This is an optimization exercise on Yosys and OpenROAD, whose aim is small area, a short achievable clock period and few clock cycles per item, not a production implementation.
At most, simulation tests tie the RTL to the original design; equivalence was not proved.
Only the layout flow was run in runs 1 to 4; the RTL was not checked for function there.
Power is estimated from default activity; no workload was simulated.

## design/flow/standard.sh

```bash
#!/bin/bash
# synth_recipe.tcl (not shown) runs the flow's synth.tcl, then flattens the netlist and writes it again
# the make line also repeats each setting of config.mk as NAME=value (left out here)
make -C /OpenROAD-flow-scripts/flow DESIGN_CONFIG=/design/flow/config.mk WORK_HOME=/design/flow/orfs CLKGATE_MAP_FILE= SYNTH_SCRIPT=/design/flow/synth_recipe.tcl "${@:-finish}"
```

## design/flow/config.mk

```make
export PLATFORM = sky130hd
export DESIGN_NAME = bdgr_dec
export DESIGN_NICKNAME = bdgr_dec
export VERILOG_FILES = /design/flow/design.v
export SDC_FILE = /design/flow/constraint.sdc
export NUM_CORES = 4
export LEC_CHECK = 0
export ABC_AREA = 1
export CAP_MARGIN = 20
export CORE_MARGIN = 2
export CORE_UTILIZATION = 40
export CTS_BUF_LIST = sky130_fd_sc_hd__clkbuf_8
export SETUP_SLACK_MARGIN = 5
export SLEW_MARGIN = 20
```

## design/flow/constraint.sdc

```tcl
create_clock -name core_clock -period 12.0 [get_ports {clk}]
set_input_delay 2.4000 -clock core_clock [delete_from_list [all_inputs] [get_ports {clk}]]
set_output_delay 2.4000 -clock core_clock [all_outputs]
set_load 0.01 [all_outputs]
```

## design/flow/design.v

```verilog
module bdgr_dec (
    input  wire        clk,
    input  wire        rst,
    input  wire        start,
    input  wire [15:0] width,
    input  wire [15:0] height,
    input  wire        pred_med,
    output wire        busy,
    output wire        mismatch,
    input  wire        in_valid,
    input  wire [63:0] in_word,
    output wire        in_ready,
    output wire        out_valid,
    output wire [7:0]  out_pix,
    output wire        out_last,
    input  wire        out_ready,
    input  wire [7:0]  up_pix
);
    localparam [2:0] S_IDLE = 3'd0, S_HDR = 3'd1, S_DEC = 3'd2, S_MISM = 3'd3,
                     S_FLUSH = 3'd4;
    reg [2:0]  state;
    reg        mism_r;
    reg        med_r;
    reg [15:0] w_r;
    reg [15:0] cx, cy;        
    reg        dfc, dfr;      
    reg [19:0] t_r;           
    reg [6:0]  q;             
    reg        pv;            
    reg [7:0]  pd;            
    reg [1:0]  pcls;          
    reg        plast;
    reg [7:0]  prev;          
    reg [7:0]  up_prev;       
    wire [7:0] pr = {pd[6:0] ^ {7{pd[7]}}, pd[7]};
    reg [2:0] k;              
    always @(*) begin
        if      (pr <= 8'd1)   k = 3'd0;
        else if (pr <= 8'd4)   k = 3'd1;
        else if (pr <= 8'd8)   k = 3'd2;
        else if (pr <= 8'd16)  k = 3'd3;
        else if (pr <= 8'd32)  k = 3'd4;
        else if (pr <= 8'd64)  k = 3'd5;
        else if (pr <= 8'd128) k = 3'd6;
        else                   k = 3'd7;
    end
    wire [6:0] qk = q + 7'd1 + {4'd0, k};     
    wire [6:0] qe = q + 7'd20;                
    reg [10:0] fit84, fit20;
    integer j;
    always @(*) begin
        for (j = 0; j <= 10; j = j + 1) begin
            fit84[j] = (qk <= 84 - j);
            fit20[j] = (qk <= 20 - j);
        end
    end
    wire esc84 = (q <= 7'd64);
    wire esc20 = (q == 7'd0);
    wire [83:0] s  = {in_word, t_r};
    wire [82:0] s6 = q[6] ? {63'd0, s[83:64]} : s[82:0];
    wire [50:0] s5 = q[5] ? s6[82:32] : s6[50:0];
    wire [34:0] s4 = q[4] ? s5[50:16] : s5[34:0];
    wire [26:0] s3 = q[3] ? s4[34:8]  : s4[26:0];
    wire [22:0] s2 = q[2] ? s3[26:4]  : s3[22:0];
    wire [20:0] s1 = q[1] ? s2[22:2]  : s2[20:0];
    wire [19:0] win = q[0] ? s1[20:1] : s1[19:0];
    reg [3:0] z;              
    integer i;
    always @(*) begin
        z = 4'd11;
        for (i = 10; i >= 0; i = i - 1)
            if (win[i]) z = i[3:0];
    end
    wire esc = ~|win[10:0];
    wire [14:0] u3   = z[3] ? {4'd0, win[19:9]} : win[15:1];
    wire [10:0] u2   = z[2] ? u3[14:4] : u3[10:0];
    wire [8:0]  u1   = z[1] ? u2[10:2] : u2[8:0];
    wire [7:0]  rest = z[0] ? u1[8:1]  : u1[7:0];
    wire [7:0]  m    = rest & ((8'd1 << k) - 8'd1);
    wire [14:0] rq   = ({11'd0, z} << k) | {7'd0, m};
    wire [7:0]  r    = esc ? win[19:12] : rq[7:0];
    wire [7:0]  rd   = r[0] ? ~{1'b0, r[7:1]} : {1'b0, r[7:1]};    
    wire have = in_valid ? (|(win[10:0] & fit84) | (esc & esc84))
                         : (|(win[10:0] & fit20) | (esc & esc20));
    wire last_col = (cx == 16'd1);
    wire last_row = (cy == 16'd1);
    wire last_sym = last_col & last_row;
    wire [7:0] d  = pd;
    wire [7:0] na = prev;
    wire [7:0] nb = up_pix;
    wire [7:0] nc = up_prev;
    function [7:0] padd(input [7:0] a, input [7:0] b, input ci);
        reg [7:0] g, p, gg, pp;
        integer i, l;
        begin
            g = a & b;
            p = a ^ b;
            gg = g; pp = p;
            for (l = 1; l < 8; l = l * 2)
                for (i = 7; i >= l; i = i - 1) begin
                    gg[i] = gg[i] | (pp[i] & gg[i-l]);
                    pp[i] = pp[i] & pp[i-l];
                end
            padd[0] = p[0] ^ ci;
            for (i = 1; i < 8; i = i + 1)
                padd[i] = p[i] ^ (gg[i-1] | (pp[i-1] & ci));
        end
    endfunction
    wire [7:0] va = na + d;                   
    wire [7:0] cs = na ^ ~nc ^ d;             
    wire [7:0] cc = (na & ~nc) | (na & d) | (~nc & d);
    wire [7:0] e  = padd(cs, {cc[6:0], 1'b1}, 1'b0);
    wire [7:0] vb = nb + d;                   
    wire [7:0] vc = nb + e;                   
    function [1:0] cmp8(input [7:0] a, input [7:0] b);
        reg [7:0] l, q;
        reg [3:0] l2, q2;
        reg [1:0] l4, q4;
        integer i;
        begin
            l = ~a & b;
            q = ~(a ^ b);
            for (i = 0; i < 4; i = i + 1) begin
                l2[i] = l[2*i+1] | (q[2*i+1] & l[2*i]);
                q2[i] = q[2*i+1] & q[2*i];
            end
            for (i = 0; i < 2; i = i + 1) begin
                l4[i] = l2[2*i+1] | (q2[2*i+1] & l2[2*i]);
                q4[i] = q2[2*i+1] & q2[2*i];
            end
            cmp8 = {l4[1] | (q4[1] & l4[0]), q4[1] & q4[0]};
        end
    endfunction
    wire [1:0] cca = cmp8(na, nc);            
    wire [1:0] cab = cmp8(na, nb);
    wire [1:0] ccb = cmp8(nc, nb);
    wire c_gt = cca[1];                       
    wire c_eq = cca[0];
    wire lt   = cab[1];                       
    wire c_lt_b = ccb[1];                     
    wire c_le_b = ccb[1] | ccb[0];            
    reg [7:0] v;
    always @(*) begin
        if (pcls == 2'd0)
            v = va;
        else if ((pcls == 2'd1) | c_eq)
            v = vb;
        else if (c_gt ? c_lt_b : ~c_le_b)
            v = vc;
        else if (c_gt ^ lt)
            v = vb;
        else
            v = va;
    end
    wire flush_word = (q > 7'd20);            
    assign busy      = (state != S_IDLE);
    assign mismatch  = mism_r;
    assign in_ready  = ((state == S_DEC) & q[6]) | (state == S_MISM) |
                       ((state == S_FLUSH) & flush_word);
    assign out_valid = pv & ((state != S_FLUSH) | ~flush_word | in_valid);
    assign out_pix   = v;
    assign out_last  = plast;
    wire hdr_ok   = (in_word[15:0] == cx) & (in_word[31:16] == cy);
    wire dec_on   = (state == S_DEC) | ((state == S_HDR) & hdr_ok);
    wire take     = in_valid & in_ready;
    wire out_fire = out_valid & out_ready;
    wire dec_fire = dec_on & have & (~pv | out_ready);
    wire [6:0] qa = dec_fire ? (esc ? qe : qk + {3'd0, z}) : q;
    always @(posedge clk) begin
        if (rst) begin
            state  <= S_IDLE;
            mism_r <= 1'b0;
            pv     <= 1'b0;
        end else begin
            if (dec_fire) begin
                pv    <= 1'b1;
                pd    <= rd;
                pcls  <= (~med_r | dfr) ? 2'd0 : (dfc ? 2'd1 : 2'd2);
                plast <= last_sym;
            end else if (out_fire) begin
                pv    <= 1'b0;
            end
            if (out_fire) begin
                prev    <= v;
                up_prev <= up_pix;
            end
            if (dec_fire) begin
                if (last_col) begin
                    cx  <= w_r;
                    cy  <= cy - 16'd1;
                    dfc <= 1'b1;
                    dfr <= 1'b0;
                end else begin
                    cx  <= cx - 16'd1;
                    dfc <= 1'b0;
                end
            end
            if ((state == S_DEC) | (state == S_HDR))
                q <= {qa[6] & ~take, qa[5:0]};
            else if (take)
                q <= 7'd0;
            if (take)
                t_r <= in_word[63:44];
            case (state)
                S_IDLE: begin
                    if (start) begin
                        state  <= S_HDR;
                        mism_r <= 1'b0;
                        med_r  <= pred_med;
                        w_r    <= width;
                        cx     <= width;
                        cy     <= height;
                        dfc    <= 1'b1;
                        dfr    <= 1'b1;
                        prev   <= 8'd0;
                        pd     <= 8'd128;
                        q      <= 7'd52;
                    end
                end
                S_HDR: begin
                    if (dec_fire & last_sym)
                        state <= S_FLUSH;
                    else if (in_valid)
                        state <= hdr_ok ? S_DEC : S_MISM;
                end
                S_MISM: begin
                    if (in_valid) begin
                        mism_r <= 1'b1;
                        state  <= S_IDLE;
                    end
                end
                S_DEC: begin
                    if (dec_fire & last_sym)
                        state <= S_FLUSH;
                end
                S_FLUSH: begin
                    if (out_fire & plast)
                        state <= S_IDLE;
                end
                default: state <= S_IDLE;
            endcase
        end
    end
endmodule
```

## design/flow/flow/run.sh

```bash
#!/bin/bash
# The standard layout, with plain buf_1 cells as the port buffers (the
# resizer still upsizes them where timing needs it).
set -euo pipefail
export BUFFER_PORTS_ARGS="-buffer_cell sky130_fd_sc_hd__buf_1"
bash standard.sh > standard.log 2>&1
```

==> summary.txt, run 1 <==
critical path capture point type=output pin; vias post-DR=roughly 13000; post-synth net total=approximately 2100; post-route ant nets=0; final setup skew=0.0196 ns; port bufs=~120; Netlist cell types=60; htree depth=3; worst setup margin=between 5 and 6 ns; Comb pwr share=0.729; largest family of logic cells by synthesized area=simple AND/OR/NAND/NOR gates; Sink Count=between 100 and 150; Compound-Gate Fraction of Synth Area=0.149; Initial Util=0.404; largest net degree at the start of global routing=57; Clk pwr share=0.078; drt wl/cell=around 18 um; clock buffer depth=2; # rows=65; ys async rst share=0; CP arrival=about 4.5 ns; ys flop type=edfxtp_1; Required @ worst endpoint=9.60 ns; Sequential Power Share=0.193; antenna violations before repair=0; switching share of power=0.570; Post-Synth Simple-Gate Area=0.349; layout cells sized above 1=0.0627; # IOs=between 100 and 150; synthesized area=12700 um^2; vias in the first global route=12493; routed vias/inst=around 5.5; Max Clk Rate=~140 MHz; gr usage total=0.263; mux cell area share after synthesis=0.00158; LEAKAGE=6.12 nW; CP startpoint=up_pix[0]; n_diodes=0; Final Cycle Share=0.578; worst slew pin tran=just over 0.9 ns; 1st-pass router iterations=6; Skew-Pair Late Insertion Delay=around 0.44 ns; Iteration-0 DRC Markers=1255; Die Ht=~180 um; number of max-cap violations=0; dpl hpwl=33700 um; Inst Count DP=between 2000 and 2500; RSZ-0062 raised after global routing=yes; CTS clock-pin slew for the worst setup and hold paths=roughly 0.12 ns; die width=~180 um; Total Routed Length=43400 um; top cell type's share of synthesized area=0.248; post-route insts no fill=between 2000 and 2500; CTS Hold Buffers Added=0; min-delay src=pv; Area Overhead vs Synth=7.86%; Final Slew Violations=0; Fin. Hold Viols=0; total grt overflow=0; drt drc=0; sequential area share after synthesis=0.256; setup total negative slack=0 ns; Crit Reg-Reg Startpoint=pd[7]; EDFF count, synth=between 100 and 150; first-pass GRT wire length=approximately 68000 um; pre-CTS setup slack=around 4.8 ns; Hold Crit Class=flip-flop to flip-flop; adder-cell share of the synthesized area=0.0836; Layout Nets=2192; average size of a mapped cell=around 6.6 um^2; xor/xnor share of the synthesized area=0.0544; fillers=between 3000 and 4000; Ys Warns=1; sw power=between 1.5 and 2 mW; Core ar.=roughly 31000 um^2; #FFs+latches synth=110; Total Power=~3 mW; max_slew headroom=0.387; status=finished clean; Critical Path Source Type=input pin; leading area contributor after synthesis=edfxtp_1; internal power=approximately 1.3 mW; Finish-stage setup viols=0; Max Fanout on Critical Path=5; die area=between 30000 and 40000 um^2; GPL Wtd Cong=roughly 0.93; Post-Synthesis Cells=between 1500 and 2000; VDD IR max=0.0738 mV; CTS tree=built; power density over the cells=between 200 and 250 nW/um^2; Synth area leaders=edfxtp_1 (25%), nand2_1 (15%), nand3_1 (9.4%); Root Driver=clkbuf_8; Crit Path Class=input pin to output pin; fin crit period=6.94 ns; total CTS buffers=9
==> synthesized netlist by cell type (7+ instances only) <==
library cell / instances
nand2_1: 522
nand3_1: 239
inv_1: 228
nor2_1: 150
edfxtp_1: 105
o21ai_0: 96
a21oi_1: 93
ha_1: 64
o211ai_1: 44
xnor2_1: 39
xor2_1: 38
o21ai_1: 36
buf_2: 26
clkbuf_1: 25
nand4_1: 24
nor3_1: 19
inv_2: 16
nand2_2: 14
fa_1: 13
or2_2: 11
nor4_1: 10
buf_1: 9
buf_6: 9
a31oi_1: 7
buf_4: 7
nor2_2: 7
==> metrics by stage <==
stage	utilization	hold WS, ns	cell area (um^2)
CTS	0.431	0.494	13500
global placement	0.425	0.475	13400
floorplan	-	0.458	12700
finish	0.436	0.497	13700
global route	0.436	0.520	13700
detailed placement	0.425	0.477	13400
==> power by group through the flow <==
stage | sequential (mW) | clock [mW] | combinational, mW
CTS | 0.577 | 0.237 | 2.12
floorplan | 0.551 | 0 | 1.61
finish | 0.576 | 0.232 | 2.17
global route | 0.584 | 0.247 | 2.45
detailed placement | 0.585 | 0 | 2.11
global placement | 0.585 | 0 | 2.10
==> area by class of cell <==
cell class / count / area, um^2 / share of cell area
Multi-Input combinational cell: 1492 / 8180 / 0.598
Inverter: 247 / 935 / 0.0683
Clock buffer: 9 / 124 / 0.00905
Sequential cell: 110 / 3250 / 0.238
Timing Repair Buffer: 145 / 641 / 0.0468
Clock inverter: 7 / 48.8 / 0.00357
Tap cell: 402 / 503 / 0.0367
==> critical path, cell delays in order <==
cell and delay, ns:
buf_2 0.14, ha_1 0.23, fa_1 0.41, a31oi_1 0.28
nor2_1 0.10, o21ai_0 0.17, nand2_1 0.08, xnor2_1 0.13
o211ai_1 0.15, o211ai_1 0.12, o21ai_0 0.14, buf_1 0.19
==> cells in the final DEF (no fill, tap or decap), drive strengths merged, types with 3 or more instances in the layout <==
| master | instances |
|---|---|
| ha | 64 |
| dfxtp | 5 |
| a21oi | 95 |
| o21bai | 3 |
| inv | 248 |
| fa | 13 |
| nor2 | 163 |
| o211ai | 44 |
| xor2 | 39 |
| nor3 | 19 |
| o21ai | 132 |
| a22oi | 4 |
| or2 | 12 |
| nor4 | 10 |
| o221ai | 5 |
| a211oi | 5 |
| clkbuf | 10 |
| nand3 | 243 |
| a32oi | 3 |
| nand4 | 24 |
| nand2 | 538 |
| o311ai | 5 |
| o22ai | 3 |
| a31oi | 7 |
| o2111ai | 4 |
| clkinv | 5 |
| o21a | 3 |
| edfxtp | 105 |
| buf | 144 |
| xnor2 | 39 |
==> metal layers <==
metal,GRT usage,part of all wire
met5,0,0
met4,0.0890,0.031
met2,0.421,0.45
met3,0.0295,0.063
met1,0.369,0.46
==> what timing repair did <==
action | 4_1_cts | 5_1_grt
pin swaps | 0 | 9
buffers inserted | 0 | 9
resized for setup | 6 | 25
endpoints found under the setup margin | 8 | 38
endpoints found under the hold margin | 0 | 0
==> state kept, by name (all words and copies together), names as in the netlist, 3 cells and up <==
name / flops
w_r: 16
q: 7
t_r: 20
cy: 16
up_prev: 8
pd: 8
prev: 8
cx: 16
state: 3
==> kinds of logic after synthesis <==
kind of cell             Yosys count
AND/OR/NAND/NOR                 1013
buffers and inverters            323
AO/OA/AOI/OAI                    322
flip-flops                       110
XOR/XNOR                          78
adder cells (fa/ha/maj)           77
multiplexers                       2
==> final timing paths <==
check,endpoint,slack [ns],depth (start not counted)
setup / recovery,out_pix[6],5.06,12
hold / removal,pv,0.50,2
setup reg to reg,pd[6],5.66,27
hold reg to reg,pv,0.50,2
==> run 2, diff against run 1 <==
==> design/flow/flow/run.sh (replaced) <==
#!/bin/bash
# The standard layout, with plain buf_1 cells as the port buffers (the
# resizer still upsizes them where timing needs it), and power recovery
# after global routing, which downsizes cells off the critical paths.
set -euo pipefail
export BUFFER_PORTS_ARGS="-buffer_cell sky130_fd_sc_hd__buf_1"
bash standard.sh RECOVER_POWER=100 finish > standard.log 2>&1
--- a/design/flow/config.mk
+++ b/design/flow/config.mk
@@ -9,6 +9,5 @@
 export CAP_MARGIN = 20
 export CORE_MARGIN = 2
 export CORE_UTILIZATION = 40
-export CTS_BUF_LIST = sky130_fd_sc_hd__clkbuf_8
 export SETUP_SLACK_MARGIN = 5
 export SLEW_MARGIN = 20
==> summary.txt, run 2 <==
internal power=1.35 mW; port bufs=around 120; antenna violations before repair=0; Inst Count DP=about 2400; Skew-Pair Late Insertion Delay=roughly 0.38 ns; Initial Util=0.404; Fin Hold WS=about 0.5 ns; Final Cycle Share=0.647; die width=around 180 um; largest net degree at the start of global routing=57; Comb pwr share=0.710; Most flops, register=t_r; Total Power=between 3 and 4 mW; drt drc=0; post-route ant nets=0; vias in the first global route=~13000; drt wl/cell=~18 um; gr usage total=0.263; slowest stage delay, CP=0.98 ns; Root Driver=clkbuf_16; routed vias/inst=between 5 and 6; ys async rst share=0; switching share of power=0.558; most common cell after layout, fill and taps aside=nand2_1; Required @ worst endpoint=around 12 ns; setup total negative slack=0 ns; CTS tree=built; Crit-path slowest cell=nor2_1; # IOs=between 100 and 150; 1st-pass router iterations=7; GPL Wtd Cong=0.935; Synth area leaders=edfxtp_1 (25%), nand2_1 (15%), nand3_1 (9.4%); RSZ-0062 raised after global routing=yes; Ys Warns=1; register area=between 3000 and 4000 um^2; EDFF count, synth=around 110; vias post-DR=13301; number of flip-flops in the largest register=20; Sink Count=110; Total Routed Length=around 43000 um; pre-CTS setup slack=about 4.8 ns; Clk pwr share=0.100; dpl hpwl=roughly 34000 um; #FFs+latches synth=between 100 and 150; # rows=65; sw power=between 1.5 and 2 mW; total grt overflow=0; Hold Crit Class=flip-flop to flip-flop; fin crit period=between 7 and 8 ns; synthesized area=between 10000 and 15000 um^2; multi-input logic area=8130 um^2; Area Overhead vs Synth=8.01%; htree depth=3; max_slew headroom=-1.19; final core occ=0.437; worst setup margin=roughly 4.2 ns; post-route insts no fill=between 2000 and 2500; VDD IR max=around 0.097 mV; Netlist cell types=60; power density over the cells=about 220 nW/um^2; Max Fanout on Critical Path=21; Core ar.=~31000 um^2; ys flop type=edfxtp_1; top cell type's share of synthesized area=0.248; LEAKAGE=between 6 and 7 nW; Crit Path Class=flip-flop to flip-flop; most frequent cell after synthesis=nand2_1; Sequential Power Share=0.189; CP arrival=between 8 and 9 ns; Post-synth top cells=nand2_1 (522), nand3_1 (239), inv_1 (228), nor2_1 (150), edfxtp_1 (105); Cell Area, Placed=approximately 13000 um^2; total CTS buffers=9; Iteration-0 DRC Markers=between 1000 and 1500; Fin. Hold Viols=0; status=finished with violations; Failing Checks=max-capacitance violations, max-slew violations; worst slew pin tran=3.29 ns; Final Slew Violations=roughly 140; sequential area share after synthesis=0.256; Post-Synthesis Cells=just under 2000; layout cells sized above 1=0.0537; n_diodes=0; leading area contributor after synthesis=edfxtp_1; average size of a mapped cell=6.59 um^2; clock buffer depth=2; final setup skew=0.0141 ns; fillers=3435; most frequent CP cell=nand2_1; Max Clk Rate=between 100 and 150 MHz; post-synth net total=2112; Design Area, Final=between 10000 and 15000 um^2; CTS clock-pin slew for the worst setup and hold paths=roughly 0.08 ns; Finish-stage setup viols=0; Layout Nets=2193; most frequent cells in the layout=nand2_1 (521), nand3_1 (240), inv_1 (228); critical path capture point type=flip-flop; die area=between 30000 and 40000 um^2; first-pass GRT wire length=68400 um; Critical Path Source Type=flip-flop; Die Ht=about 180 um; number of max-cap violations=3
-- run 2: cell counts after synthesis --
No cell type changed its count.
-- run 2: routing by layer --
layer,GRT usage,wire length [um],vias up
li1,-,-,6587
met1,0.371,19700,6147
met2,0.418,19500,488
met3,0.0275,2890,79
met4,0.0942,1400,0
met5,0,0,-
-- run 2: cell type report --
| type | instances | share of cell area |
|---|---|---|
| Clock buffer | 10 | 0.0167 |
| Clock inverter | 6 | 0.00329 |
| Inverter | 247 | 0.0682 |
| Multi-Input combinational cell | 1492 | 0.593 |
| Sequential cell | 110 | 0.237 |
| Tap cell | 402 | 0.0367 |
| Timing Repair Buffer | 146 | 0.0447 |
-- run 2: what timing repair did --
action / in CTS / in global routing
endpoints found under the setup margin: 8 / 38
hold buffers: 0 / 0
buffers inserted: 0 / 10
pin swaps: 0 / 9
gates resized for setup: 6 / 31
-- run 2: critical path: cells and delay by family (launching register included) --
kind / cells / cell delay (ns)
buf+inv: 5 / 1.00
compound gates: 3 / 0.85
fa+ha+maj: 1 / 0.49
simple gates: 17 / 3.85
xor+xnor: 3 / 0.72
flops: 1 / 0.72
-- run 2: path summary, 6_finish.rpt --
path / cells after the start / start / to / slack, ns
setup / recovery: 29 / pd[7] / cy[4] / 4.23
hold / removal: 2 / pv / pv / 0.49
setup reg to reg: 29 / pd[7] / cy[4] / 4.23
hold reg to reg: 2 / pv / pv / 0.49
-- run 2: power by group through the flow --
stage	combinational (mW)	sequential, mW	clock (mW)
2_1_floorplan	1.61	0.551	0
3_3_place_gp	2.10	0.585	0
3_5_place_dp	2.11	0.585	0
4_1_cts	2.12	0.578	0.312
5_1_grt	2.45	0.586	0.321
6_report	2.17	0.578	0.306
-- run 2: logic make-up after synthesis --
family / Yosys count / synth area share
buffers and inverters: 323 / 0.106
xor gates and xnor gates: 78 / 0.0544
adders and majority gates: 77 / 0.0836
muxes: 2 / 0.00158
and+or+nand+nor: 1013 / 0.349
DFF: 110 / 0.256
AOI/OAI and AO/OA: 322 / 0.149
==> run 3, diff against run 2 <==
--- a/design/flow/design.v
+++ b/design/flow/design.v
@@ -110,8 +110,8 @@
     wire [7:0] cs = na ^ ~nc ^ d;             
     wire [7:0] cc = (na & ~nc) | (na & d) | (~nc & d);
     wire [7:0] e  = padd(cs, {cc[6:0], 1'b1}, 1'b0);
-    wire [7:0] vb = nb + d;                   
-    wire [7:0] vc = nb + e;                   
+    wire [7:0] vb = padd(nb, d, 1'b0);        
+    wire [7:0] vc = padd(nb, e, 1'b0);        
     function [1:0] cmp8(input [7:0] a, input [7:0] b);
         reg [7:0] l, q;
         reg [3:0] l2, q2;
@@ -131,27 +131,18 @@
             cmp8 = {l4[1] | (q4[1] & l4[0]), q4[1] & q4[0]};
         end
     endfunction
-    wire [1:0] cca = cmp8(na, nc);            
     wire [1:0] cab = cmp8(na, nb);
     wire [1:0] ccb = cmp8(nc, nb);
-    wire c_gt = cca[1];                       
-    wire c_eq = cca[0];
-    wire lt   = cab[1];                       
+    wire [1:0] cca = cmp8(nc, na);
+    wire le_a   = ~cca[1];                    
+    wire lt     = cab[1];                     
     wire c_lt_b = ccb[1];                     
     wire c_le_b = ccb[1] | ccb[0];            
-    reg [7:0] v;
-    always @(*) begin
-        if (pcls == 2'd0)
-            v = va;
-        else if ((pcls == 2'd1) | c_eq)
-            v = vb;
-        else if (c_gt ? c_lt_b : ~c_le_b)
-            v = vc;
-        else if (c_gt ^ lt)
-            v = vb;
-        else
-            v = va;
-    end
+    wire med    = pcls[1];
+    wire sel_b  = (pcls == 2'd1) | (med & (le_a ^ lt));
+    wire sel_c  = med & (le_a ? c_lt_b : ~c_le_b);
+    wire sel_a  = ~sel_b & ~sel_c;
+    wire [7:0] v = ({8{sel_a}} & va) | ({8{sel_b}} & vb) | ({8{sel_c}} & vc);
     wire flush_word = (q > 7'd20);            
     assign busy      = (state != S_IDLE);
     assign mismatch  = mism_r;
==> design/flow/flow/run.sh (replaced) <==
#!/bin/bash
# The standard layout, with plain buf_1 cells as the port buffers (the
# resizer still upsizes them where timing needs it).
set -euo pipefail
export BUFFER_PORTS_ARGS="-buffer_cell sky130_fd_sc_hd__buf_1"
bash standard.sh > standard.log 2>&1
==> summary.txt, run 3 <==
status=finished clean; clock buffer depth=2; post-route insts no fill=roughly 2400; Final Slew Violations=0; met2 Use GR=0.417; Crit-path slowest cell=a31o_4; internal power=~1.4 mW; Final Cycle Share=0.575; Critical Path Source Type=input pin; Max Fanout on Critical Path=8; 1st-pass router iterations=8; Finish-stage setup viols=0; RSZ-0062 raised after global routing=yes; number of max-cap violations=0; met3 usage=0.0385; vias post-DR=between 10000 and 15000; Cell Area, Placed=13200 um^2; synthesized area=12500 um^2; # rows=64; ys async rst share=0; #FFs+latches synth=110; leading area contributor after synthesis=edfxtp_1; slowest stage delay, CP=0.24 ns; Required @ worst endpoint=roughly 9.6 ns; Die Ht=about 180 um; most common cell after layout, fill and taps aside=nand2_1; Skew-Pair Late Insertion Delay=0.39 ns; fillers=~3400; Netlist cell types=58; htree depth=3; Crit path max-delay family=compound AO/OA/AOI/OAI gates; EDFF count, synth=105; Inst Count DP=2372; CTS tree=built; die width=about 180 um; VDD IR max=approximately 0.13 mV; max_slew headroom=0.313; ys flop type=edfxtp_1; Post-synth top cells=nand2_1 (562), nand3_1 (249), inv_1 (223), nor2_1 (128), edfxtp_1 (105); most frequent cells in the layout=nand2_1 (561), nand3_1 (246), inv_1 (222); Buf/Inv on CP=3; Area Overhead vs Synth=9.41%; register area=about 3300 um^2; CTS Hold Buffers Added=0; Clk pwr share=0.112; Crit Path Class=input pin to output pin; Design Area, Final=between 10000 and 15000 um^2; Ys Warns=1; vias in the first global route=roughly 12000; Fin. Hold Viols=0; Sink Count=110; worst slew pin tran=approximately 1 ns; total grt overflow=0; Core ar.=roughly 30000 um^2; total CTS buffers=9; critical path capture point type=output pin; routed vias/inst=around 5.5; Sequential Power Share=0.185; first-pass GRT wire length=67600 um; antenna violations before repair=0; LEAKAGE=just over 6 nW; gr usage total=0.261; final setup skew=roughly 0.024 ns; average size of a mapped cell=approximately 6.5 um^2; port bufs=122; CTS clock-pin slew for the worst setup and hold paths=~0.090 ns; CP arrival=4.50 ns; Comb pwr share=0.703; die area=about 33000 um^2; Most flops, register=t_r; post-route ant nets=0; top cell type's share of synthesized area=0.252; GPL Wtd Cong=0.937; Post-Synthesis Cells=~1900; sw power=between 1.5 and 2 mW; layout cells sized above 1=0.0667; Layout Nets=2176; worst path cell trace=buf_6 > ha_4 > a31o_4 > nand3_2 > nand2_2 > a21o_1 > a21oi_2 > o21ai_2 > or2_4 > a31oi_4 > buf_6 > nand3_2 > o211ai_1 > buf_2; setup total negative slack=0 ns; drt wl/cell=around 18 um; # IOs=123; gr busiest metal=met2; met1 Resource Use GR=0.358; most frequent cell after synthesis=nand2_1; post-synth net total=2105; Synth area leaders=edfxtp_1 (25%), nand2_1 (17%), nand3_1 (9.9%); n_diodes=0; Hold Crit Class=flip-flop to flip-flop; switching share of power=0.558; Max Clk Rate=approximately 140 MHz; power density over the cells=236 nW/um^2; Root Driver=clkbuf_16; multi-input logic area=8150 um^2; number of flip-flops in the largest register=20; sequential area share after synthesis=0.260; drt drc=0; Total Routed Length=between 40000 and 50000 um; Iteration-0 DRC Markers=1119; fin crit period=~7 ns; Initial Util=0.408; largest net degree at the start of global routing=58; dpl hpwl=~33000 um
## run 3: cell count changes after synthesis, moves of 6 or more
cell / previous run / this run
a21oi_1: 93 / 78
buf_4: 7 / 13
nand2_1: 522 / 562
nand2_2: 14 / 7
nand3_1: 239 / 249
nor2_1: 150 / 128
o211ai_1: 44 / 31
o21ai_0: 96 / 90
or2_2: 11 / 28
## run 3: routing by layer
metal	up-vias	share of wire
met1	6018	0.46
met3	83	0.065
li1	6514	-
met4	0	0.032
met5	-	0
met2	509	0.45
## run 3: final timing paths
| path | from | to | slack, ns | depth (start not counted) |
|---|---|---|---|---|
| max | up_pix[1] | out_pix[3] | 5.10 | 14 |
| min | pv | pv | 0.49 | 2 |
| max reg2reg | pd[7] | cy[14] | 5.81 | 27 |
| min reg2reg | pv | pv | 0.49 | 2 |
## run 3: area by class of cell
| cell class | count | share of cell area |
|---|---|---|
| tap | 396 | 0.0361 |
| inverter | 236 | 0.0650 |
| sequential | 110 | 0.237 |
| multi-input combinational | 1496 | 0.594 |
| clock inverter | 6 | 0.00766 |
| timing repair buffer | 136 | 0.0426 |
| clock buffer | 10 | 0.0174 |
## run 3: timing repair
action | in CTS | in global routing
pin swaps | 6 | 7
gates resized for setup | 21 | 16
endpoints found under the setup margin | 8 | 8
setup buffers | 1 | 1
## run 3: cell families after synthesis
| group | after synthesis | synth area share |
|---|---|---|
| multiplexers | 1 | 0.000799 |
| AND/OR/NAND/NOR | 1069 | 0.376 |
| XOR/XNOR | 71 | 0.0508 |
| buffers and inverters | 312 | 0.103 |
| AO/OA/AOI/OAI | 278 | 0.126 |
| adder cells (fa/ha/maj) | 77 | 0.0846 |
| flip-flops | 110 | 0.260 |
## run 3: power groups by stage
stage          sequential [mW]  clock, mW  combinational, mW
2_1_floorplan            0.564          0               1.68
3_3_place_gp             0.605          0               2.20
3_5_place_dp             0.605          0               2.21
4_1_cts                  0.597      0.370               2.24
5_1_grt                  0.606      0.382               2.57
6_report                 0.599      0.363               2.28
## run 3: worst min-delay path: cells and delay by family, from the launching register on
family           cells  cell delay [ns]
AO/OA/AOI/OAI        1             0.05
flip-flops           1             0.34
AND/OR/NAND/NOR      1             0.07
## run 3: metrics by stage
stage	total power, mW	worst slack [ns]	util	hold slack [ns]
after floorplan	2.25	5.09	-	0.458
after global placement	2.81	4.12	0.429	0.473
after detailed placement	2.82	3.96	0.429	0.478
after CTS	3.21	5.03	0.443	0.490
after global routing	3.56	4.99	0.446	0.521
final	3.24	5.10	0.446	0.495
==> run 4, diff against run 3 <==
--- a/design/flow/design.v
+++ b/design/flow/design.v
@@ -27,12 +27,11 @@
     reg [19:0] t_r;           
     reg [6:0]  q;             
     reg        pv;            
-    reg [7:0]  pd;            
+    reg [7:0]  pr;            
     reg [1:0]  pcls;          
     reg        plast;
     reg [7:0]  prev;          
     reg [7:0]  up_prev;       
-    wire [7:0] pr = {pd[6:0] ^ {7{pd[7]}}, pd[7]};
     reg [2:0] k;              
     always @(*) begin
         if      (pr <= 8'd1)   k = 3'd0;
@@ -79,13 +78,12 @@
     wire [7:0]  m    = rest & ((8'd1 << k) - 8'd1);
     wire [14:0] rq   = ({11'd0, z} << k) | {7'd0, m};
     wire [7:0]  r    = esc ? win[19:12] : rq[7:0];
-    wire [7:0]  rd   = r[0] ? ~{1'b0, r[7:1]} : {1'b0, r[7:1]};    
     wire have = in_valid ? (|(win[10:0] & fit84) | (esc & esc84))
                          : (|(win[10:0] & fit20) | (esc & esc20));
     wire last_col = (cx == 16'd1);
     wire last_row = (cy == 16'd1);
     wire last_sym = last_col & last_row;
-    wire [7:0] d  = pd;
+    wire [7:0] d  = pr[0] ? ~{1'b0, pr[7:1]} : {1'b0, pr[7:1]};    
     wire [7:0] na = prev;
     wire [7:0] nb = up_pix;
     wire [7:0] nc = up_prev;
@@ -165,7 +163,7 @@
         end else begin
             if (dec_fire) begin
                 pv    <= 1'b1;
-                pd    <= rd;
+                pr    <= r;
                 pcls  <= (~med_r | dfr) ? 2'd0 : (dfc ? 2'd1 : 2'd2);
                 plast <= last_sym;
             end else if (out_fire) begin
@@ -204,7 +202,7 @@
                         dfc    <= 1'b1;
                         dfr    <= 1'b1;
                         prev   <= 8'd0;
-                        pd     <= 8'd128;
+                        pr     <= 8'd255;
                         q      <= 7'd52;
                     end
                 end
==> summary.txt, run 4 <==
post-route ant nets=0; total CTS buffers=9; CP arrival=4.47 ns; vias in the first global route=12400; Core ar.=just over 30000 um^2; Max Clk Rate=roughly 150 MHz; Setup crit end=out_pix[2]; Layout Nets=2162; CTS clock-pin slew for the worst setup and hold paths=~0.090 ns; CTS tree=built; Comb pwr share=0.763; Final Cycle Share=0.572; power density over the cells=307 nW/um^2; first-pass GRT wire length=68000 um; Max Fanout on Critical Path=7; Crit Path Class=input pin to output pin; EDFF count, synth=105; leading area contributor after synthesis=edfxtp_1; # IOs=~120; sequential area share after synthesis=0.264; M1 WL=18900 um; die width=about 180 um; xor/xnor share of the synthesized area=0.0468; dpl hpwl=about 33000 um; port bufs=roughly 120; htree depth=3; post-synth net total=between 2000 and 2500; top sig layer=met4; vias post-DR=around 13000; average size of a mapped cell=approximately 6.5 um^2; Sink Count=110; largest family of logic cells by synthesized area=simple AND/OR/NAND/NOR gates; critical path capture point type=output pin; Die Ht=roughly 180 um; drt drc=0; most frequent cell after synthesis=nand2_1; most frequent cells in the layout=nand2_1 (561), nand3_1 (239), inv_1 (191); #FFs+latches synth=between 100 and 150; Clk pwr share=0.078; Sequential Power Share=0.159; met3 wire length=between 2000 and 2500 um; Critical Path Source Type=input pin; Most flops, register=t_r; routed vias/inst=roughly 5.5; mux cell area share after synthesis=0; ys async rst share=0; CTS Hold Buffers Added=0; Iteration-0 DRC Markers=about 1100; Hold Crit Class=flip-flop to flip-flop; Root Driver=clkbuf_16; metal2 WL=20200 um; Required @ worst endpoint=9.60 ns; fin crit period=6.87 ns; sw power=around 2.4 mW; VDD IR max=0.128 mV; antenna violations before repair=0; Post-synth top cells=nand2_1 (562), nand3_1 (241), inv_1 (193), nor2_1 (143), edfxtp_1 (105); Post-Synthesis Cells=1899; Compound-Gate Fraction of Synth Area=0.141; Total Power=approximately 4.2 mW; Post-Synth Simple-Gate Area=0.370; adder-cell share of the synthesized area=0.0853; CP startpoint=up_pix[1]; drt wl/cell=18.0 um; number of flip-flops in the largest register=20; Fin. Hold Viols=0; max_slew headroom=0.319; 1st-pass router iterations=6; Finish-stage setup viols=0; ys flop type=edfxtp_1; final setup skew=0.0196 ns; Synth area leaders=edfxtp_1 (26%), nand2_1 (17%), nand3_1 (9.8%); layout cells sized above 1=0.0677; Ys Warns=1; setup total negative slack=0 ns; RSZ-0062 raised after global routing=yes; Crit Reg-Reg Startpoint=pr[0]; internal power=1.75 mW; total grt overflow=0; switching share of power=0.578; LEAKAGE=approximately 6.0 nW; clock buffer depth=2; reg-to-reg endpoint=cy[3]; synthesized area=~12000 um^2; Netlist cell types=between 50 and 60; Total Routed Length=around 43000 um; gr usage total=0.263; Final Slew Violations=0; fillers=approximately 3300; GPL Wtd Cong=0.967; worst slew pin tran=about 1.0 ns; Reg2Reg Setup Slack=5.91 ns; die area=32300 um^2; Skew-Pair Late Insertion Delay=~0.40 ns; n_diodes=0; status=finished clean; top cell type's share of synthesized area=0.255; number of max-cap violations=0; Initial Util=0.405; largest net degree at the start of global routing=60; # rows=between 60 and 70; most common cell after layout, fill and taps aside=nand2_1; R2R depth=35; Area Overhead vs Synth=9.72%
## run 4: per-stage QoR
step | instances | area, um^2 | hold WS, ns | worst slack, ns | util
after floorplan | 1899 | 12300 | 0.458 | 5.22 | -
after detailed placement | 2351 | 13000 | 0.465 | 4.19 | 0.427
after CTS | 2371 | 13400 | 0.479 | 5.02 | 0.440
after global routing | 2376 | 13500 | 0.510 | 4.87 | 0.444
after global placement | 2351 | 13000 | 0.451 | 4.22 | 0.427
final | 2376 | 13500 | 0.474 | 5.13 | 0.444
## run 4: kinds of logic (layout without fill, tap and decap cells)
kind of cell | count (synthesis) | after routing
flip-flops | 110 | 110
XOR/XNOR | 66 | 66
AO/OA/AOI/OAI | 304 | 304
adder cells (fa/ha/maj) | 77 | 77
AND/OR/NAND/NOR | 1055 | 1056
buffers and inverters | 287 | 367
## run 4: timing repair
| action | CTS | global route |
|---|---|---|
| buffers inserted | 4 | 4 |
| gates resized for setup | 25 | 17 |
| endpoints found under the setup margin | 8 | 11 |
| pin swaps | 7 | 10 |
| cloned | 0 | 1 |
## run 4: per-layer routing
metal	track usage	up-vias
met5	0	-
met3	0.0316	58
li1	-	6505
met4	0.0842	0
met2	0.445	469
met1	0.349	6102
## run 4: worst min path at each step
stage	cells past startpoint	startpoint	to	slack (ns)
finish	2	mism_r	mism_r	0.47
global route	2	mism_r	mism_r	0.51
CTS	2	mism_r	mism_r	0.48
detailed placement	2	mism_r	mism_r	0.46
global placement	2	mism_r	mism_r	0.45
floorplan	2	pv	pv	0.46
## run 4: power by group through the flow
stage	clock, mW	combinational (mW)	sequential [mW]
finish	0.324	3.17	0.660
global route	0.346	3.59	0.672
CTS	0.333	3.12	0.657
detailed placement	0	3.06	0.667
global placement	0	3.02	0.665
floorplan	0	2.33	0.622
## run 4: critical path, stage by stage
cell	delay, ns
buf_8	0.11
ha_4	0.20
a31o_4	0.23
nand3_2	0.06
nand2_2	0.05
a21o_1	0.16
a21oi_2	0.13
o21ai_2	0.07
or2_4	0.24
a31oi_4	0.25
buf_6	0.18
nand3b_1	0.08
o211ai_1	0.13
buf_2	0.18
## run 4: area by class of cell
type	count	area [um^2]	share of cell area
clock buffer	10	229	0.0169
tap	396	495	0.0366
multi-input combinational	1503	8090	0.597
clock inverter	6	62.6	0.00462
sequential	110	3250	0.240
inverter	211	795	0.0587
timing repair buffer	140	623	0.0460
==> run 5, diff against run 4 <==
--- a/design/flow/design.v
+++ b/design/flow/design.v
@@ -56,7 +56,7 @@
     wire esc84 = (q <= 7'd64);
     wire esc20 = (q == 7'd0);
     wire [83:0] s  = {in_word, t_r};
-    wire [82:0] s6 = q[6] ? {63'd0, s[83:64]} : s[82:0];
+    wire [82:0] s6 = q[6] ? {s[82:20], s[83:64]} : s[82:0];
     wire [50:0] s5 = q[5] ? s6[82:32] : s6[50:0];
     wire [34:0] s4 = q[4] ? s5[50:16] : s5[34:0];
     wire [26:0] s3 = q[3] ? s4[34:8]  : s4[26:0];
@@ -71,7 +71,7 @@
             if (win[i]) z = i[3:0];
     end
     wire esc = ~|win[10:0];
-    wire [14:0] u3   = z[3] ? {4'd0, win[19:9]} : win[15:1];
+    wire [14:0] u3   = {win[15:11], z[3] ? win[18:9] : win[10:1]};
     wire [10:0] u2   = z[2] ? u3[14:4] : u3[10:0];
     wire [8:0]  u1   = z[1] ? u2[10:2] : u2[8:0];
     wire [7:0]  rest = z[0] ? u1[8:1]  : u1[7:0];
==> summary.txt, run 5 <==
setup total negative slack=0 ns; Buf/Inv on CP=3; Max Fanout on Critical Path=8; Crit. path cell count=14; Hold Crit Class=flip-flop to flip-flop; htree depth=3; drt drc=0; Die Ht=178 um; first-pass GRT wire length=around 65000 um; number of flip-flops in the largest register=20; CTS Hold Buffers Added=0; Post-synth top cells=nand2_1 (561), nand3_1 (193), inv_1 (185), nor2_1 (135), edfxtp_1 (105); max_slew headroom=0.226; vias post-DR=between 10000 and 15000; Clk pwr share=0.070; synthesized area=approximately 12000 um^2; Crit-path slowest cell=a31o_4; largest net degree at the start of global routing=65; most frequent cells in the layout=nand2_1 (560), nand3_1 (192), inv_1 (184); Fin Hold WS=0.468 ns; min-delay src=mism_r; CTS clock-pin slew for the worst setup and hold paths=around 0.070 ns; post-route ant nets=0; drt wl/cell=~18 um; Fin. Hold Viols=0; sequential area share after synthesis=0.269; Comb pwr share=0.774; total grt overflow=0; Reg2Reg Setup Slack=between 6 and 7 ns; Post-Synthesis Cells=approximately 1800; # IOs=between 100 and 150; number of max-cap violations=0; port bufs=122; Area Overhead vs Synth=9.71%; routed vias/inst=between 5 and 6; CP startpoint=up_pix[1]; Required @ worst endpoint=roughly 9.6 ns; Skew-Pair Late Insertion Delay=roughly 0.38 ns; Root Driver=clkbuf_16; gr usage total=0.263; fin crit period=between 6 and 7 ns; final setup skew=~0.015 ns; status=finished clean; Max Clk Rate=145 MHz; total CTS buffers=9; worst path cell trace=buf_6 > ha_4 > a31o_4 > nand3_2 > nand2_2 > a21o_1 > a21oi_2 > o21ai_2 > or2_4 > a31oi_4 > buf_6 > nand3b_1 > o211ai_1 > buf_2; ys async rst share=0; Finish-stage setup viols=0; Crit Path Class=input pin to output pin; LEAKAGE=between 5 and 6 nW; die area=about 32000 um^2; Setup crit end=out_pix[5]; Initial Util=0.407; n_diodes=0; most frequent CP cell=buf_6; Most flops, register=t_r; EDFF count, synth=about 110; R2R depth=25; slowest stage delay, CP=0.24 ns; Total Routed Length=about 41000 um; Synth area leaders=edfxtp_1 (26%), nand2_1 (17%), nand3_1 (8.0%); Crit path max-delay family=compound AO/OA/AOI/OAI gates; ys flop type=edfxtp_1; #FFs+latches synth=110; layout cells sized above 1=0.0675; switching share of power=0.582; 1st-pass router iterations=7; average size of a mapped cell=about 6.6 um^2; # rows=63; clock buffer depth=2; top cell type's share of synthesized area=0.260; reg-to-reg endpoint=cy[3]; sw power=approximately 2.6 mW; VDD IR max=around 0.12 mV; Layout Nets=2107; most common cell after layout, fill and taps aside=nand2_1; worst slew pin tran=roughly 1.2 ns; critical path capture point type=output pin; Final Cycle Share=0.575; dpl hpwl=roughly 32000 um; CP arrival=around 4.5 ns; Ys Warns=1; antenna violations before repair=0; Netlist cell types=between 50 and 60; CTS tree=built; fillers=3167; Core ar.=roughly 30000 um^2; most frequent cell after synthesis=nand2_1; Iteration-0 DRC Markers=1144; Sequential Power Share=0.155; power density over the cells=approximately 330 nW/um^2; Critical Path Source Type=input pin; vias in the first global route=11843; Crit Reg-Reg Startpoint=q[5]; Sink Count=110; post-synth net total=just over 2000; Final Slew Violations=0; leading area contributor after synthesis=edfxtp_1; internal power=1.84 mW; die width=178 um; GPL Wtd Cong=0.971; RSZ-0062 raised after global routing=yes
## run 5: through the flow
| stage | utilization | instance area, um^2 | power, mW | std cells | setup slack [ns] |
|---|---|---|---|---|---|
| 5_1_grt | 0.447 | 13300 | 4.87 | 2315 | 4.99 |
| 4_1_cts | 0.443 | 13200 | 4.31 | 2308 | 5.00 |
| 3_3_place_gp | 0.430 | 12800 | 3.95 | 2288 | 4.17 |
| 6_report | 0.447 | 13300 | 4.41 | 2315 | 5.10 |
| 3_5_place_dp | 0.430 | 12800 | 3.95 | 2288 | 4.12 |
| 2_1_floorplan | - | 12100 | 3.12 | 1837 | 5.22 |
## run 5: worst min-delay path by stage
stage               depth (start not counted)  endpoint
floorplan                                   2        pv
global placement                            2    mism_r
detailed placement                          2    mism_r
CTS                                         2    mism_r
global route                                2    mism_r
finish                                      2    mism_r
## run 5: layout make-up
cell class / instances / area [um^2] / share of cell area
inverter: 204 / 768 / 0.0579
multi-input combinational: 1452 / 7840 / 0.591
clock inverter: 7 / 63.8 / 0.00481
tap: 390 / 488 / 0.0367
timing repair buffer: 143 / 639 / 0.0481
clock buffer: 9 / 225 / 0.0170
sequential: 110 / 3250 / 0.245
## run 5: worst reg2reg max path: stages (launching register included)
cell      delay, ns
edfxtp_1       1.12
inv_2          0.47
nand2_1        0.19
nand2_1        0.10
nand2_1        0.07
nand3_1        0.12
nand2_1        0.10
nand2_1        0.09
nand2_1        0.08
nand3_1        0.15
nand2_1        0.15
nand2_1        0.05
nand2_1        0.16
nand2_1        0.11
nor2_2         0.39
nand4_1        0.26
nand2_1        0.13
nor2_1         0.12
a21oi_4        0.21
nand2_4        0.26
inv_4          0.55
nand2_1        0.37
o21ai_1        0.20
nand2_1        0.07
nand2_1        0.06
nand2_1        0.04
## run 5: what timing repair did
action / CTS / global route
pin swaps: 8 / 9
gates cloned: 0 / 1
buffers inserted: 4 / 6
gates resized for setup: 16 / 23
setup endpoints to repair: 8 / 8
## run 5: metal layers
metal,global-route usage,vias to the layer above,wire [um]
li1,-,6321,-
met1,0.363,5854,18600
met2,0.428,426,19000
met3,0.0343,53,2280
met4,0.0762,0,895
met5,0,-,0
## run 5: kinds of logic after synthesis
group	Yosys count	synth area share
compound gates	309	0.147
fa+ha+maj	77	0.0870
xor+xnor	65	0.0470
buf+inv	276	0.0947
flops	110	0.269
simple gates	1000	0.355
## run 5: power groups by stage
stage               Combinational (mW)  Clock [mW]  Sequential (mW)
floorplan                         2.49           0            0.632
global placement                  3.25           0            0.692
CTS                               3.31       0.316            0.682
finish                            3.41       0.310            0.684
detailed placement                3.26           0            0.694
global route                      3.85       0.328            0.696
Testbench counts of run 5, summed over its fixed seeds: cycles 34,277, items 34,030.
==> run 6, diff against run 5 <==
==> design/flow/flow/run.sh (replaced) <==
#!/bin/bash
# The standard layout, with plain buf_1 cells as the port buffers (the
# resizer still upsizes them where timing needs it), and a clock tree with
# larger sink clusters and no dummy loads.
set -euo pipefail
export BUFFER_PORTS_ARGS="-buffer_cell sky130_fd_sc_hd__buf_1"
export CTS_ARGS="-sink_clustering_enable -repair_clock_nets -dont_use_dummy_load -sink_clustering_size 30"
bash standard.sh > standard.log 2>&1
==> summary.txt, run 6 <==
Core ar.=a little under 30000 um^2; CTS clock-pin slew for the worst setup and hold paths=about 0.060 ns; gr usage total=0.262; # rows=63; die area=~32000 um^2; Crit Reg-Reg Startpoint=q[5]; setup total negative slack=0 ns; sequential area share after synthesis=0.269; most frequent CP cell=buf_6; met2 Use GR=0.428; slowest stage delay, CP=0.24 ns; Initial Util=0.407; Post-synth top cells=nand2_1 (561), nand3_1 (193), inv_1 (185), nor2_1 (135), edfxtp_1 (105); Buf/Inv on CP=3; number of flip-flops in the largest register=20; die width=about 180 um; most frequent cells in the layout=nand2_1 (559), nand3_1 (192), inv_1 (184); total grt overflow=0; Comb pwr share=0.781; clock buffer depth=2; worst setup margin=5.10 ns; top cell type's share of synthesized area=0.260; Max Fanout on Critical Path=8; most frequent cell after synthesis=nand2_1; internal power=roughly 1.8 mW; Ys Warns=1; met1 Resource Use GR=0.363; final core occ=0.445; port bufs=122; Required @ worst endpoint=about 9.6 ns; RSZ-0062 raised after global routing=yes; switching share of power=0.581; Clk pwr share=0.062; met3 usage=0.0338; Crit Path Class=input pin to output pin; Total Power=roughly 4.4 mW; multi-input logic area=~7800 um^2; status=finished clean; post-route insts no fill=2308; pre-CTS setup slack=4.12 ns; reg-to-reg endpoint=q[5]; Skew-Pair Late Insertion Delay=~0.38 ns; dpl hpwl=roughly 32000 um; ys async rst share=0; n_diodes=0; Most flops, register=t_r; synthesized area=~12000 um^2; Total Routed Length=approximately 40000 um; Netlist cell types=52; layout cells sized above 1=0.0641; ys flop type=edfxtp_1; Setup crit end=out_pix[3]; Sink Count=110; max_slew headroom=0.210; first-pass GRT wire length=between 60000 and 70000 um; Crit-path slowest cell=a31o_4; # IOs=around 120; Area Overhead vs Synth=9.18%; drt drc=0; most common cell after layout, fill and taps aside=nand2_1; CTS tree=built; Die Ht=~180 um; Fin. Hold Viols=0; worst path cell trace=buf_6 > ha_4 > a31o_4 > nand3_2 > nand2_2 > a21o_1 > a21oi_2 > o21ai_2 > or2_4 > a31oi_4 > buf_6 > nand3_1 > o311ai_2 > buf_2; EDFF count, synth=~110; Iteration-0 DRC Markers=1092; critical path capture point type=output pin; average size of a mapped cell=6.59 um^2; Reg2Reg Setup Slack=6.13 ns; gr busiest metal=met2; 1st-pass router iterations=5; LEAKAGE=~6 nW; Post-Synthesis Cells=between 1500 and 2000; largest net degree at the start of global routing=65; antenna violations before repair=0; Crit. path cell count=14; post-synth net total=between 2000 and 2500; Critical Path Source Type=input pin; GPL Wtd Cong=0.971; Final Slew Violations=0; CP startpoint=up_pix[1]; htree depth=3; number of max-cap violations=0; Root Driver=clkbuf_16; Final Cycle Share=0.575; routed vias/inst=5.47; leading area contributor after synthesis=edfxtp_1; power density over the cells=330 nW/um^2; drt wl/cell=17.7 um; sw power=2.53 mW; Max Clk Rate=~140 MHz; vias post-DR=12633; post-route ant nets=0; Inst Count DP=between 2000 and 2500; Layout Nets=between 2000 and 2500; Hold Crit Class=flip-flop to flip-flop; Finish-stage setup viols=0; Synth area leaders=edfxtp_1 (26%), nand2_1 (17%), nand3_1 (8.0%); fin crit period=6.90 ns; total CTS buffers=9; Sequential Power Share=0.157; #FFs+latches synth=110; fillers=approximately 3200; VDD IR max=about 0.12 mV; worst slew pin tran=between 1 and 1.5 ns; Crit path max-delay family=compound AO/OA/AOI/OAI gates; R2R depth=28; register area=between 3000 and 4000 um^2; vias in the first global route=11847; final setup skew=roughly 0.027 ns; CP arrival=4.50 ns
run 6: final cells by class:
| type | instances | share of cell area |
|---|---|---|
| tap | 390 | 0.0369 |
| timing repair buffer | 143 | 0.0484 |
| multi-input combinational | 1452 | 0.593 |
| inverter | 204 | 0.0581 |
| sequential | 110 | 0.246 |
| clock buffer | 9 | 0.0170 |
run 6: power groups by stage:
stage / Sequential, mW / Clock, mW / Combinational (mW)
floorplan: 0.632 / 0 / 2.49
CTS: 0.682 / 0.277 / 3.31
global placement: 0.692 / 0 / 3.25
detailed placement: 0.694 / 0 / 3.26
finish: 0.684 / 0.270 / 3.41
global route: 0.697 / 0.287 / 3.85
run 6: tightest hold or removal path, stage by stage, from the launching register on:
cell and delay, ns:
dfxtp_1 0.31, nand2_1 0.06, a21oi_1 0.05
run 6: cells by family after synthesis:
kind of cell	after synthesis	synth area share
adder cells (fa/ha/maj)	77	0.0870
AO/OA/AOI/OAI	309	0.147
AND/OR/NAND/NOR	1000	0.355
XOR/XNOR	65	0.0470
buffers and inverters	276	0.0947
flip-flops	110	0.269
run 6: per-stage QoR:
step / hold WS (ns) / area [um^2]
after floorplan: 0.458 / 12100
after global placement: 0.453 / 12800
after detailed placement: 0.458 / 12800
after CTS: 0.468 / 13100
after global routing: 0.507 / 13200
final: 0.467 / 13200
run 6: worst min path at each step:
| stage | start | to | cells after the start |
|---|---|---|---|
| final | mism_r | mism_r | 2 |
| after global routing | mism_r | mism_r | 2 |
| after detailed placement | mism_r | mism_r | 2 |
| after floorplan | pv | pv | 2 |
| after global placement | mism_r | mism_r | 2 |
| after CTS | mism_r | mism_r | 2 |
run 6: what timing repair did:
action                                  4_1_cts  5_1_grt
buffers inserted                              4        6
resized for setup                            16       22
gates cloned                                  0        1
hold buffers                                  0        0
endpoints found under the setup margin        8        8
hold endpoints to repair                      0        0
pin swaps                                     8       10
run 6: routing by layer:
metal	wire (um)	vias up
met4	920	0
met5	0	-
li1	-	6307
met1	18400	5827
met2	19000	441
met3	2460	58
==> run 7, diff against run 6 <==
==> design/flow/flow/run.sh (replaced) <==
#!/bin/bash
# The standard layout, with plain buf_1 cells as the port buffers (the
# resizer still upsizes them where timing needs it), and a clock tree of
# clkbuf_8 leaves under a clkbuf_16 root, with no dummy loads.
set -euo pipefail
export BUFFER_PORTS_ARGS="-buffer_cell sky130_fd_sc_hd__buf_1"
export CTS_ARGS="-sink_clustering_enable -repair_clock_nets -dont_use_dummy_load -sink_clustering_size 12 -buf_list sky130_fd_sc_hd__clkbuf_8 -root_buf sky130_fd_sc_hd__clkbuf_16"
bash standard.sh > standard.log 2>&1
==> summary.txt, run 7 <==
status=finished clean; # rows=63; EDFF count, synth=about 110; Sink Count=110; Synth area leaders=edfxtp_1 (26%), nand2_1 (17%), nand3_1 (8.0%); routed vias/inst=between 5 and 6; Cell Area, Placed=about 13000 um^2; Finish-stage setup viols=0; Crit Reg-Reg Startpoint=q[5]; Hold EP=mism_r; ys async rst share=0; 1st-pass router iterations=5; Layout Nets=around 2100; clock buffer depth=2; register area=between 3000 and 4000 um^2; Reg2Reg Setup Slack=just over 6 ns; pre-CTS setup slack=roughly 4 ns; number of flip-flops in the largest register=20; min-delay src=mism_r; largest net degree at the start of global routing=65; Core ar.=around 30000 um^2; Crit Path Class=input pin to output pin; post-synth net total=about 2000; sequential area share after synthesis=0.269; average size of a mapped cell=between 6 and 7 um^2; Max Clk Rate=approximately 140 MHz; VDD IR max=0.120 mV; worst hold stages=2; Required @ worst endpoint=9.60 ns; Post-Synth Simple-Gate Area=0.355; largest family of logic cells by synthesized area=simple AND/OR/NAND/NOR gates; CTS clock-pin slew for the worst setup and hold paths=0.06 ns; dpl hpwl=roughly 32000 um; setup total negative slack=0 ns; fin crit period=slightly below 7 ns; total grt overflow=0; reg-to-reg endpoint=q[5]; layout cells sized above 1=0.0641; Max Fanout on Critical Path=8; most common cell after layout, fill and taps aside=nand2_1; multi-input logic area=7840 um^2; post-route ant nets=0; Skew-Pair Late Insertion Delay=roughly 0.38 ns; fillers=about 3200; power density over the cells=between 300 and 400 nW/um^2; Root Driver=clkbuf_16; leading area contributor after synthesis=edfxtp_1; number of max-cap violations=0; top cell type's share of synthesized area=0.260; post-route insts no fill=~2300; antenna violations before repair=0; Post-synth top cells=nand2_1 (561), nand3_1 (193), inv_1 (185), nor2_1 (135), edfxtp_1 (105); Ys Warns=1; Design Area, Final=13200 um^2; total CTS buffers=9; Inst Count DP=roughly 2300; ys flop type=edfxtp_1; Area Overhead vs Synth=9.18%; CTS tree=built; drt wl/cell=approximately 18 um; Hold Crit Class=flip-flop to flip-flop; R2R depth=28; critical path capture point type=output pin; final setup skew=about 0.027 ns; vias post-DR=12633; Iteration-0 DRC Markers=roughly 1100; # IOs=around 120; Critical Path Source Type=input pin; Die Ht=around 180 um; Final Slew Violations=0; CTS Hold Buffers Added=0; Most flops, register=t_r; most frequent cell after synthesis=nand2_1; Compound-Gate Fraction of Synth Area=0.147; #FFs+latches synth=110; Final Cycle Share=0.575; drt drc=0; most frequent cells in the layout=nand2_1 (559), nand3_1 (192), inv_1 (184); vias in the first global route=approximately 12000; adder-cell share of the synthesized area=0.0870; xor/xnor share of the synthesized area=0.0470; first-pass GRT wire length=~65000 um; worst slew pin tran=~1.2 ns; die width=between 150 and 200 um; die area=about 32000 um^2; Post-Synthesis Cells=around 1800; RSZ-0062 raised after global routing=yes; max_slew headroom=0.210; synthesized area=12100 um^2; gr usage total=0.262; LEAKAGE=5.85 nW; GPL Wtd Cong=about 0.97; Fin. Hold Viols=0; Netlist cell types=52; port bufs=122; mux cell area share after synthesis=0; CP arrival=roughly 4.5 ns; Initial Util=0.407; worst setup margin=approximately 5.1 ns; n_diodes=0; htree depth=3; Total Routed Length=40800 um
==> run 7: cell counts after synthesis <==
No cell type changed its count.
==> run 7: critical path: stages <==
cell and delay (ns):
buf_6 0.11, ha_4 0.23, a31o_4 0.24, nand3_2 0.06, nand2_2 0.06, a21o_1 0.16
a21oi_2 0.16, o21ai_2 0.07, or2_4 0.24, a31oi_4 0.21, buf_6 0.18, nand3_1 0.10
o311ai_2 0.10, buf_2 0.19
==> run 7: timing repair <==
item                       in CTS  in global routing
setup buffers                   4                  6
cloned                          0                  1
setup endpoints to repair       8                  8
resized for setup              16                 22
pin swaps                       8                 10
==> run 7: where the power goes <==
| group | internal [mW] | leakage [nW] | total (mW) | switching (mW) |
|---|---|---|---|---|
| registers | 0.553 | 1.03 | 0.684 | 0.131 |
| clock network | 0.133 | 0.111 | 0.270 | 0.137 |
| logic | 1.14 | 4.71 | 3.41 | 2.27 |
| total | 1.83 | 5.85 | 4.37 | 2.53 |
==> run 7: cell families (layout without fill, tap and decap cells) <==
family | Yosys count | in the layout
buf+inv | 276 | 356
xor+xnor | 65 | 65
simple gates | 1000 | 1001
fa+ha+maj | 77 | 77
compound gates | 309 | 309
flops | 110 | 110
==> run 7: layout make-up <==
class,instances,area share
Multi-Input combinational cell,1452,0.593
Sequential cell,110,0.246
Inverter,204,0.0581
Timing Repair Buffer,143,0.0484
Tap cell,390,0.0369
Clock buffer,9,0.0170
==> run 7: metal layers <==
layer,GRT usage,vias up,wire [um]
met5,0,-,0
met4,0.0758,0,920
met3,0.0338,58,2460
met2,0.428,441,19000
met1,0.363,5827,18400
li1,-,6307,-
==> run 7: worst max path at each step <==
| stage | startpoint | endpoint | slack, ns | depth (start not counted) |
|---|---|---|---|---|
| floorplan | up_pix[1] | out_pix[7] | 5.22 | 12 |
| global route | up_pix[5] | out_pix[5] | 4.99 | 13 |
| detailed placement | up_pix[1] | out_pix[7] | 4.12 | 14 |
| CTS | up_pix[5] | out_pix[5] | 5.00 | 13 |
| global placement | up_pix[1] | out_pix[7] | 4.17 | 14 |
| finish | up_pix[1] | out_pix[3] | 5.10 | 14 |
==> run 7: through the flow <==
| stage | hold slack [ns] | util | total power [mW] |
|---|---|---|---|
| 2_1_floorplan | 0.458 | - | 3.12 |
| 3_3_place_gp | 0.453 | 0.430 | 3.95 |
| 3_5_place_dp | 0.458 | 0.430 | 3.95 |
| 4_1_cts | 0.468 | 0.441 | 4.27 |
| 5_1_grt | 0.507 | 0.445 | 4.83 |
| 6_report | 0.467 | 0.445 | 4.37 |

[re-timing with driven ports]
Ports are ideal in the flow. The routed layouts listed here were re-timed in OpenROAD.
Step 1 sets driving cells, clkbuf_16 on the clock port and buf_2 on the other inputs (assumed; they add their load-dependent delay and slew).
Step 2, shift: input delay + t, output delay - t, t = (earliest + latest rising clock arrival at the registers) / 2. This alone moves slack from input paths to output paths.
Three values: no drivers, after step 1, after step 2; two values: the first two.
run	t (ns)	setup WS [ns]	clock arrival spread, ns
run 1	0.479	5.060 / 5.036 / 5.036	0.020 / 0.019
run 2	0.428	4.234 / 4.234 / 4.234	0.014 / 0.014
run 3	0.432	5.098 / 5.066 / 5.066	0.024 / 0.024
run 4	0.438	5.132 / 5.091 / 5.091	0.021 / 0.020
run 5	0.425	5.100 / 5.067 / 5.067	0.016 / 0.016
run 6	0.416	5.100 / 5.067 / 5.067	0.027 / 0.027
run 7	0.416	5.100 / 5.067 / 5.067	0.027 / 0.027
For run 4, which loses most, drivers alone change the setup slack by -0.041 ns; drivers and shift together by -0.041 ns.
